From an optimization exercise on the open Yosys and OpenROAD flow, aimed at small area, a short achievable clock period and few clock cycles per item; shortcuts taken in it are not production practice. Only simulation tests tie the RTL to the original design; equivalence was not proved. The clock port is modelled as an ideal driver, which makes a skipped or thinned clock tree look cheaper than it is; a real chip needs a root buffer or a tree. Power figures rest on the tool's default switching activity, not on a simulated workload.

run A:
Design olidx_voice_codec, start of the top module:
module olidx_voice_codec (
    input  wire       clk,
    input  wire       rst,         
    input  wire       in_valid,
    output wire       in_ready,
    input  wire [7:0] in_data,
    input  wire       in_unpack,   
    output wire       out_valid,
    input  wire       out_ready,
    output wire [7:0] out_data,
    output wire       out_last,
    output wire [6:0] out_chk
);
clock: 9.0 ns
lec_check: 0
abc_clock_period_in_ps: 2500
cap_margin: 20
core_margin: 2
core_utilization: 40
cts_buf_list: sky130_fd_sc_hd__clkbuf_8
place_density: 0.6
setup_slack_margin: 5
slew_margin: 20
standard.sh (not shown) runs the stock make flow with config.mk's settings and CLKGATE_MAP_FILE= SYNTH_SCRIPT=/design/flow/synth_recipe.tcl, a recipe that flattens the netlist after the stock synthesis.
==> flow/flow/run.sh <==
#!/bin/bash
# Standard ORFS layout (the standard.sh) with a tighter timing-repair
# target, no footprint restriction on resizing and plain buffers on the ports.
# The full make output goes to standard.log in this folder.
bash standard.sh SETUP_SLACK_MARGIN=6.2 MATCH_CELL_FOOTPRINT=0 'BUFFER_PORTS_ARGS=-buffer_cell sky130_fd_sc_hd__buf_2'  finish > standard.log 2>&1
Testbench counts of run A, summed over its fixed seeds: cycles 32,440, records 192.
#### Input delta (run B over run A)
==> flow/flow/run.sh <==
#!/bin/bash
# Standard ORFS layout (the standard.sh) with a tighter timing-repair
# target, no footprint restriction on resizing and plain buffers on the ports.
# The full make output goes to standard.log in this folder.
bash standard.sh SETUP_SLACK_MARGIN=6.4 MATCH_CELL_FOOTPRINT=0 'BUFFER_PORTS_ARGS=-buffer_cell sky130_fd_sc_hd__buf_2'  finish > standard.log 2>&1
## What came out
Run B: flow completed, timing, DRC and antenna clean
Run A → run B: met1 track demand over resource up 1.1 points; power up 79 uW; synthesis-to-layout area growth up 12 points.
Combined area of the multi-input logic cells of run B exceeds that of run A by a little under 10%.
| first-pass iteration count of the detailed router | lower: run A |
The master of the slowest instance on the critical path comes out a211oi_1 in one run and edfxtp_1 in the other, namely in run A and run B respectively.
Run B — portion of total power attributed to combinational logic 1.8 points higher, run A as reference
In run B, the length of routed wiring on met1 came out 39 um above the value in run A.
Density: run B denser than run A
Delta (run B minus run A): filler-free cell count of the finished design rose by 5.0%; critical path's largest stage delay fell by 0.17 ns.
Inputs modified between run B and run C:
==> flow/flow/run.sh <==
#!/bin/bash
# Standard ORFS layout (the standard.sh) with a tighter timing-repair
# target, no footprint restriction on resizing and plain buffers on the ports.
# The full make output goes to standard.log in this folder.
bash standard.sh SETUP_SLACK_MARGIN=6.3 MATCH_CELL_FOOTPRINT=0 'BUFFER_PORTS_ARGS=-buffer_cell sky130_fd_sc_hd__buf_2'  finish > standard.log 2>&1
### Flow results
Looking at sequential group share of total power across run C and run B, the one that comes out higher is run C. Going from run B to run C, via count moved down; post-synth design cell area level. Higher total internal power among run C and run B: run B. There was hardly any difference in portion of the clock cycle consumed by the worst path in the final layout between run B and run C. The run showing the greater first-iteration DRC count is run C.

---

The RTL this note starts from:
==> flow/design.v <==
module olidx_voice_codec (
    input  wire       clk,
    input  wire       rst,         
    input  wire       in_valid,
    output wire       in_ready,
    input  wire [7:0] in_data,
    input  wire       in_unpack,   
    output wire       out_valid,
    input  wire       out_ready,
    output wire [7:0] out_data,
    output wire       out_last,
    output wire [6:0] out_chk
);
    function automatic dec_cons(input m, input v, input [4:0] s);
        begin
            if (!v && !m)     dec_cons = (s <= 5'd20);
            else if (!v)      dec_cons = !(s == 5'd11 || s == 5'd14 || s == 5'd17 || s == 5'd20);
            else if (!m)      dec_cons = 1'b1;
            else              dec_cons = !(s == 5'd9 || s == 5'd15 || s == 5'd16);
        end
    endfunction
    function automatic dec_prod(input m, input v, input [4:0] s);
        begin
            if (!v && !m)     dec_prod = !(s == 5'd11 || (s >= 5'd13 && s <= 5'd19));
            else if (!v)      dec_prod = 1'b1;
            else if (!m)      dec_prod = !(s == 5'd9 || s == 5'd15 || s == 5'd16);
            else              dec_prod = 1'b1;
        end
    endfunction
    reg        mode;        
    reg  [2:0] sec;         
    reg  [4:0] k;           
    reg        r_cons, r_prod, r_need, r_send;
    reg  [2:0] hb;          
    reg  [4:0] hc;          
    reg  [7:0] hd;          
    reg  [5:0] he;          
    reg  [7:0] hf;          
    reg  [7:0] ir;
    reg        ir_u, ir_v;
    reg  [7:0] o_data;
    reg        o_v, o_last;
    reg        p_v, p_in_s;   
    reg  [6:0] ck;
    reg  [7:0] s_data;
    reg        s_v, s_last;
    reg        rdy;
    wire voice = (sec == 3'd6);
    wire first = (sec == 3'd0) && (k == 5'd0);
    wire lastb = voice && (k == 5'd28);
    wire cons  = r_cons;
    wire prod  = r_prod;
    wire need  = r_need;
    wire send  = r_send;
    wire go    = (!need || ir_v) && (!prod || !s_v);
    wire push  = go && prod;
    wire take  = go && cons;
    wire ld_o  = !o_v || out_ready;
    wire [2:0] sec_a  = send ? (voice ? 3'd0 : sec + 3'd1) : sec;
    wire [4:0] k_a    = send ? 5'd0 : k + 5'd1;
    wire [2:0] sec_n  = go ? sec_a : sec;
    wire [4:0] k_n    = go ? k_a : k;
    wire       v_a    = (sec_a == 3'd6);
    wire       cons_a = dec_cons(mode, v_a, k_a);
    wire       prod_a = dec_prod(mode, v_a, k_a);
    wire       need_a = cons_a || (mode && (v_a ? (k_a == 5'd9 || k_a == 5'd15 || k_a == 5'd16)
                                                : (k_a == 5'd11 || k_a == 5'd14 || k_a == 5'd17)));
    wire       send_a = v_a ? (k_a == 5'd28) : (mode ? (k_a == 5'd20) : (k_a == 5'd24));
    wire       cons_n = go ? cons_a : cons;
    wire       prod_n = go ? prod_a : prod;
    wire sv1  = !s_v && push && lastb;                        
    wire sv0  = s_v ? o_v : (push && (lastb || o_v));         
    wire irv1 = rdy || (ir_v && !take);                        
    wire irv0 = !rdy && ir_v && !take;                         
    wire ov1  = s_v || (push && !lastb);
    wire rd1  = cons_n && (!prod_n || !sv1);
    wire rd0  = cons_n && (!prod_n || !sv0);
    reg s_v_n, rdy_n, o_v_n, ir_v_n;
    always @* begin
        ir_v_n = in_valid ? irv1 : irv0;
        if (out_ready) begin
            s_v_n = sv1; o_v_n = ov1;
            rdy_n = !ir_v_n || rd1;
        end else begin
            s_v_n = sv0; o_v_n = o_v || ov1;
            rdy_n = !ir_v_n || rd0;
        end
    end
    wire       ck_en = p_v && !(o_v && o_last);
    wire [6:0] ck_n  = ck - (p_in_s ? s_data[6:0] : o_data[6:0]);
    wire       in_s1 = lastb;
    wire       in_s0 = lastb || o_v;
    reg [7:0] b;
    always @* begin
        b = ir;
        if (!mode && !voice) begin
            case (k)
                5'd12: b = {4'b0, ir[1:0], hb[1:0]};
                5'd20: b = {1'b0, ir[3:0], hb};
                5'd21: b = {3'b0, hc};
                5'd22: b = hd;
                5'd23: b = {2'b0, he};
                5'd24: b = hf;
                default: b = ir;
            endcase
        end else if (!mode) begin
            case (k)
                5'd8:  b = {3'b0, ir[4:0]};
                5'd10: b = {4'b0, ir[0], hb};
                5'd17: b = {1'b0, ir[2:0], hd[2:0], hc[2]};
                default: b = ir;
            endcase
        end else if (!voice) begin
            case (k)
                5'd11: b = {6'b0, ir[1:0]};
                5'd12: b = {6'b0, ir[3:2]};
                5'd13: b = {5'b0, ir[2:0]};
                5'd14: b = {6'b0, ir[1:0]};
                5'd15: b = {5'b0, ir[4:2]};
                5'd17: b = {7'b0, ir[0]};
                5'd18: b = {3'b0, ir[5:1]};
                5'd20: b = {4'b0, hd[6:3]};
                default: b = ir;
            endcase
        end else begin
            case (k)
                5'd8:  b = {3'b0, ir[4:0]};
                5'd9:  b = {5'b0, ir[2:0]};
                5'd10: b = {7'b0, ir[3]};
                5'd15: b = {7'b0, ir[0]};
                5'd16: b = {5'b0, ir[3:1]};
                5'd17: b = {5'b0, ir[6:4]};
                default: b = ir;
            endcase
        end
    end
    always @(posedge clk) begin
        if (!ir_v || take) begin
            ir   <= in_data;
            ir_u <= in_unpack;
        end
        if (go && first)
            mode <= ir_u;
        if (rst) begin
            sec   <= 3'd0;
            k     <= 5'd0;
            r_cons <= 1'b1;              
            r_prod <= 1'b1;
            r_need <= 1'b1;
            r_send <= 1'b0;
            rdy   <= 1'b1;
            ir_v  <= 1'b0;
            s_v   <= 1'b0;
            o_v   <= 1'b0;
            p_v   <= 1'b0;
            ck    <= 7'd0;
        end else begin
            sec   <= sec_n;
            k     <= k_n;
            if (go) begin
                r_cons <= cons_a;
                r_prod <= prod_a;
                r_need <= need_a;
                r_send <= send_a;
            end
            rdy   <= rdy_n;
            ir_v  <= ir_v_n;
            s_v   <= s_v_n;
            o_v   <= o_v_n;
            if (o_v && o_last && out_ready)
                ck <= 7'd0;
            else if (ck_en)
                ck <= ck_n;
            if (push) begin
                p_v     <= 1'b1;
                p_in_s  <= out_ready ? in_s1 : in_s0;
            end else begin
                if (ck_en)
                    p_v <= 1'b0;
                if (ld_o)
                    p_in_s <= 1'b0;
            end
        end
    end
    always @(posedge clk) begin
        if (k == 5'd9 || k == 5'd11 || k == 5'd13) hb <= ir[2:0];
        if (k == 5'd14) hc[1:0] <= ir[1:0];
        if (k == 5'd15) hc[4:2] <= ir[2:0];
        if ((k == 5'd13 && mode) || (k == 5'd16 && !mode)) hd <= ir;
        if (k == 5'd17) he[0] <= ir[0];
        if (k == 5'd18) he[5:1] <= ir[4:0];
        if (k == 5'd19) hf <= ir;
    end
    always @(posedge clk) begin
        if (rst) begin
            o_data <= 8'd0;
            o_last <= 1'b0;
        end else if (ld_o) begin
            o_data <= s_v ? s_data : b;
            o_last <= s_v && s_last;
        end
        if (!s_v) begin
            s_data <= b;
            s_last <= lastb;
        end
    end
    assign in_ready  = rdy;
    assign out_valid = o_v;
    assign out_data  = o_data;
    assign out_last  = o_last;
    assign out_chk   = ck;
endmodule
==> flow/config.mk <==
export PLATFORM = sky130hd
export DESIGN_NAME = olidx_voice_codec
export DESIGN_NICKNAME = olidx_voice_codec
export VERILOG_FILES = /design/flow/design.v
export SDC_FILE = /design/flow/constraint.sdc
export NUM_CORES = 4
export LEC_CHECK = 0
export ABC_AREA = 1
export CAP_MARGIN = 20
export CORE_MARGIN = 2
export CORE_UTILIZATION = 50
export CTS_BUF_LIST = sky130_fd_sc_hd__clkbuf_8
export PLACE_DENSITY = 0.7
export SETUP_SLACK_MARGIN = 5
export SLEW_MARGIN = 20
==> flow/constraint.sdc <==
create_clock -name core_clock -period 9.0 [get_ports {clk}]
set_input_delay 1.8000 -clock core_clock [delete_from_list [all_inputs] [get_ports {clk}]]
set_output_delay 1.8000 -clock core_clock [all_outputs]
set_load 0.01 [all_outputs]
==> flow/flow/run.sh <==
#!/bin/bash
# Standard ORFS layout (the standard.sh) with a tighter timing-repair
# target, no footprint restriction on resizing and plain buffers on the ports.
# The full make output goes to standard.log in this folder.
bash standard.sh SETUP_SLACK_MARGIN=6.4 MATCH_CELL_FOOTPRINT=0 'BUFFER_PORTS_ARGS=-buffer_cell sky130_fd_sc_hd__buf_2'  finish > standard.log 2>&1
The first run finished clean.
Testbench counts at the start, summed over its fixed seeds: cycles 32,440, records 192.
Next try:
==> flow/flow/run.sh (replaced) <==
#!/bin/bash
# Standard ORFS layout (the standard.sh) with a tighter timing-repair
# target, no footprint restriction on resizing and plain buffers on the ports.
# The full make output goes to standard.log in this folder.
bash standard.sh SETUP_SLACK_MARGIN=6.3 MATCH_CELL_FOOTPRINT=0 'BUFFER_PORTS_ARGS=-buffer_cell sky130_fd_sc_hd__buf_2'  finish > standard.log 2>&1
CORE_UTILIZATION = 55   (was 50)
PLACE_DENSITY = 0.75   (was 0.7)
Critical path depth is unchanged; clock skew stays flat; total power fell by 9.1%; non-clock buffer count drops by 18; hold slack is about the same; wire length went down by 5.6%; setup slack loses 0.038 ns.
Next try:
==> flow/flow/run.sh (replaced) <==
#!/bin/bash
# Standard ORFS layout (the standard.sh) with a tighter timing-repair
# target, no footprint restriction on resizing and plain buffers on the ports.
# The full make output goes to standard.log in this folder.
bash standard.sh SETUP_SLACK_MARGIN=6.2 MATCH_CELL_FOOTPRINT=0 'BUFFER_PORTS_ARGS=-buffer_cell sky130_fd_sc_hd__buf_2'  finish > standard.log 2>&1
CORE_UTILIZATION = 45   (was 55)
PLACE_DENSITY = 0.65   (was 0.75)
Outcome:
- The new run produced a clean layout
- clock-buffer cell count climbs by 1
- first-iteration DRC count climbs by 12%
- utilization drops by 11 points
- sequential power drops by about 0.8%
- routed wire length drops by 0.49%
- design area hardly moves
- register-to-register slack improves by 0.05 ns
Next try:
==> flow/run.sh (new file) <==
#!/bin/bash
# synth_recipe.tcl (not shown) runs the flow's synth.tcl, then flattens the netlist and writes it again
# the make line also repeats each setting of config.mk as NAME=value (left out here)
make -C /OpenROAD-flow-scripts/flow DESIGN_CONFIG=/design/flow/config.mk WORK_HOME=/design/flow/orfs CLKGATE_MAP_FILE= SYNTH_SCRIPT=/design/flow/synth_recipe.tcl finish
CORE_UTILIZATION = 50   (was 45)
PLACE_DENSITY = 0.7   (was 0.65)
removed: flow/flow/run.sh
removed: flow/standard.sh
Effect: Critical path depth came out higher by 3. Clock skew is about the same. Count of clock-buffer cells in the layout stays the same. Sequential power is about the same. Total power came out lower by 0.33%. Area after synthesis is unchanged.

---

Starts from the design.v that is shown in full above.
export LEC_CHECK = 0
export ABC_AREA = 1
export CAP_MARGIN = 20
export CORE_MARGIN = 2
export CORE_UTILIZATION = 50
export CTS_BUF_LIST = sky130_fd_sc_hd__clkbuf_8
export PLACE_DENSITY = 0.7
export SETUP_SLACK_MARGIN = 5
export SLEW_MARGIN = 20
create_clock -name core_clock -period 9.0 [get_ports {clk}]
==> flow/flow/run.sh <==
#!/bin/bash
# Standard ORFS layout (the standard.sh) with a tighter timing-repair
# target, no footprint restriction on resizing and plain buffers on the ports.
# After clock tree synthesis, the clock tree is rebuilt as a single balanced
# level of four clkbuf_16 buffers (one per quadrant of the registers), driven
# by the clock port; routing and the rest of the flow then continue as usual.
# Each tool's full output goes to a log file in this folder.
set -e
ARGS=(SETUP_SLACK_MARGIN=6.2 MATCH_CELL_FOOTPRINT=0 'BUFFER_PORTS_ARGS=-buffer_cell sky130_fd_sc_hd__buf_2')
RES=$PWD/orfs/results/${FLOW_PLATFORM:-sky130hd}/olidx_voice_codec/base
bash standard.sh "${ARGS[@]}" cts > standard_cts.log 2>&1
CT_IN=$RES/4_cts.odb CT_OUT=$RES/4_cts_tree.odb CT_NB=4 \
  openroad -no_init -exit flow/clock_tree.tcl > clock_tree.log 2>&1
mv -f $RES/4_cts_tree.odb $RES/4_cts.odb
bash standard.sh "${ARGS[@]}" finish > standard.log 2>&1
Other scripts of this flow, unchanged in this note and not shown: flow/flow/clock_tree.tcl
The first run finished with timing, DRC and antenna clean.
Testbench counts at the start, summed over its fixed seeds: cycles 32,440, records 192.
Edit:
--- a/flow/flow/run.sh
+++ b/flow/flow/run.sh
@@ -8,3 +8,3 @@
 set -e
-ARGS=(SETUP_SLACK_MARGIN=6.2 MATCH_CELL_FOOTPRINT=0 'BUFFER_PORTS_ARGS=-buffer_cell sky130_fd_sc_hd__buf_2')
+ARGS=(SETUP_SLACK_MARGIN=6.3 SETUP_MOVE_SEQUENCE=unbuffer,sizeup,swap MATCH_CELL_FOOTPRINT=0 'BUFFER_PORTS_ARGS=-buffer_cell sky130_fd_sc_hd__buf_2')
 RES=$PWD/orfs/results/${FLOW_PLATFORM:-sky130hd}/olidx_voice_codec/base
What happened:
- die area stays the same
- critical path depth is lower by 9
- register-to-register slack improves by 0.04 ns
- hold slack stays flat
- combinational power is about the same
- final area is higher by about 0.9%
- flip-flop and latch count is unchanged
- synthesized cell count does not change
Edit:
--- a/flow/flow/run.sh
+++ b/flow/flow/run.sh
@@ -8,3 +8,3 @@
 set -e
-ARGS=(SETUP_SLACK_MARGIN=6.3 SETUP_MOVE_SEQUENCE=unbuffer,sizeup,swap MATCH_CELL_FOOTPRINT=0 'BUFFER_PORTS_ARGS=-buffer_cell sky130_fd_sc_hd__buf_2')
+ARGS=(SETUP_SLACK_MARGIN=6.3 MATCH_CELL_FOOTPRINT=0 'BUFFER_PORTS_ARGS=-buffer_cell sky130_fd_sc_hd__buf_2')
 RES=$PWD/orfs/results/${FLOW_PLATFORM:-sky130hd}/olidx_voice_codec/base
--- a/flow/config.mk
+++ b/flow/config.mk
@@ -10,5 +10,5 @@
 export CORE_MARGIN = 2
-export CORE_UTILIZATION = 50
+export CORE_UTILIZATION = 55
 export CTS_BUF_LIST = sky130_fd_sc_hd__clkbuf_8
-export PLACE_DENSITY = 0.7
+export PLACE_DENSITY = 0.75
 export SETUP_SLACK_MARGIN = 5
The changed run finished clean.
Worst setup slack gets better by 0.042 ns.
Register-to-register slack gets worse by 0.06 ns.
Sequential power barely changes.

## static timing again, ports no longer ideal
The flow's constraints put no driver on any port. The routed layouts listed below were extracted and timed again, unchanged, in two steps. Step 1 (the two cells are an assumption about what drives the block):
set clk [get_ports {clk}]
set_driving_cell -lib_cell sky130_fd_sc_hd__clkbuf_16 $clk
set_driving_cell -lib_cell sky130_fd_sc_hd__buf_2 [delete_from_list [all_inputs] $clk]
Step 2 moves the port delays by t, midway between the first and last clock arrival at a register: inputs arrive t later, outputs are due t later. That takes back most of the time a late clock gives input paths. Three values: no drivers, after step 1, after step 2; two values: the first two.
| run | t, ns | slack for setup (ns) | hold WS [ns] | slew at the worst register clock pin (ns) | worst data-port slew with drivers (ns) |
|---|---|---|---|---|---|
| run A | 0.402 | 6.204 / 6.204 / 6.164 | 0.453 / 0.453 / 0.453 | 0.09 / 0.09 | 0.05 |
| run B | 0.406 | 6.263 / 6.229 / 6.156 | 0.450 / 0.450 / 0.450 | 0.09 / 0.09 | 0.04 |
| run C | 0.400 | 6.273 / 6.240 / 6.210 | 0.428 / 0.428 / 0.428 | 0.09 / 0.09 | 0.05 |
| the first run of note 2 | 0.391 | 6.370 / 6.336 / 6.144 | 0.472 / 0.472 / 0.472 | 0.10 / 0.10 | 0.03 |
| the second run of note 2 | 0.385 | 6.332 / 6.298 / 5.971 | 0.471 / 0.471 / 0.471 | 0.09 / 0.09 | 0.03 |
| the third run of note 2 | 0.400 | 6.284 / 6.251 / 6.008 | 0.442 / 0.442 / 0.442 | 0.09 / 0.09 | 0.03 |
| the fourth run of note 2 | 0.381 | 5.842 / 5.849 / 5.468 | 0.466 / 0.466 / 0.466 | 0.09 / 0.09 | 0.04 |
| the first run of note 3 | 0.249 | 6.369 / 6.365 / 6.186 | 0.476 / 0.476 / 0.476 | 0.10 / 0.10 | 0.03 |
| the second run of note 3 | 0.248 | 6.379 / 6.291 / 6.200 | 0.476 / 0.476 / 0.476 | 0.10 / 0.10 | 0.04 |
| the third run of note 3 | 0.242 | 6.421 / 6.383 / 6.243 | 0.468 / 0.468 / 0.468 | 0.10 / 0.10 | 0.03 |
After both steps setup and hold are still met in every run listed. The setup slack of the fourth run of note 2, which loses most, moves by +0.007 ns with the drivers and by -0.374 ns with both steps.
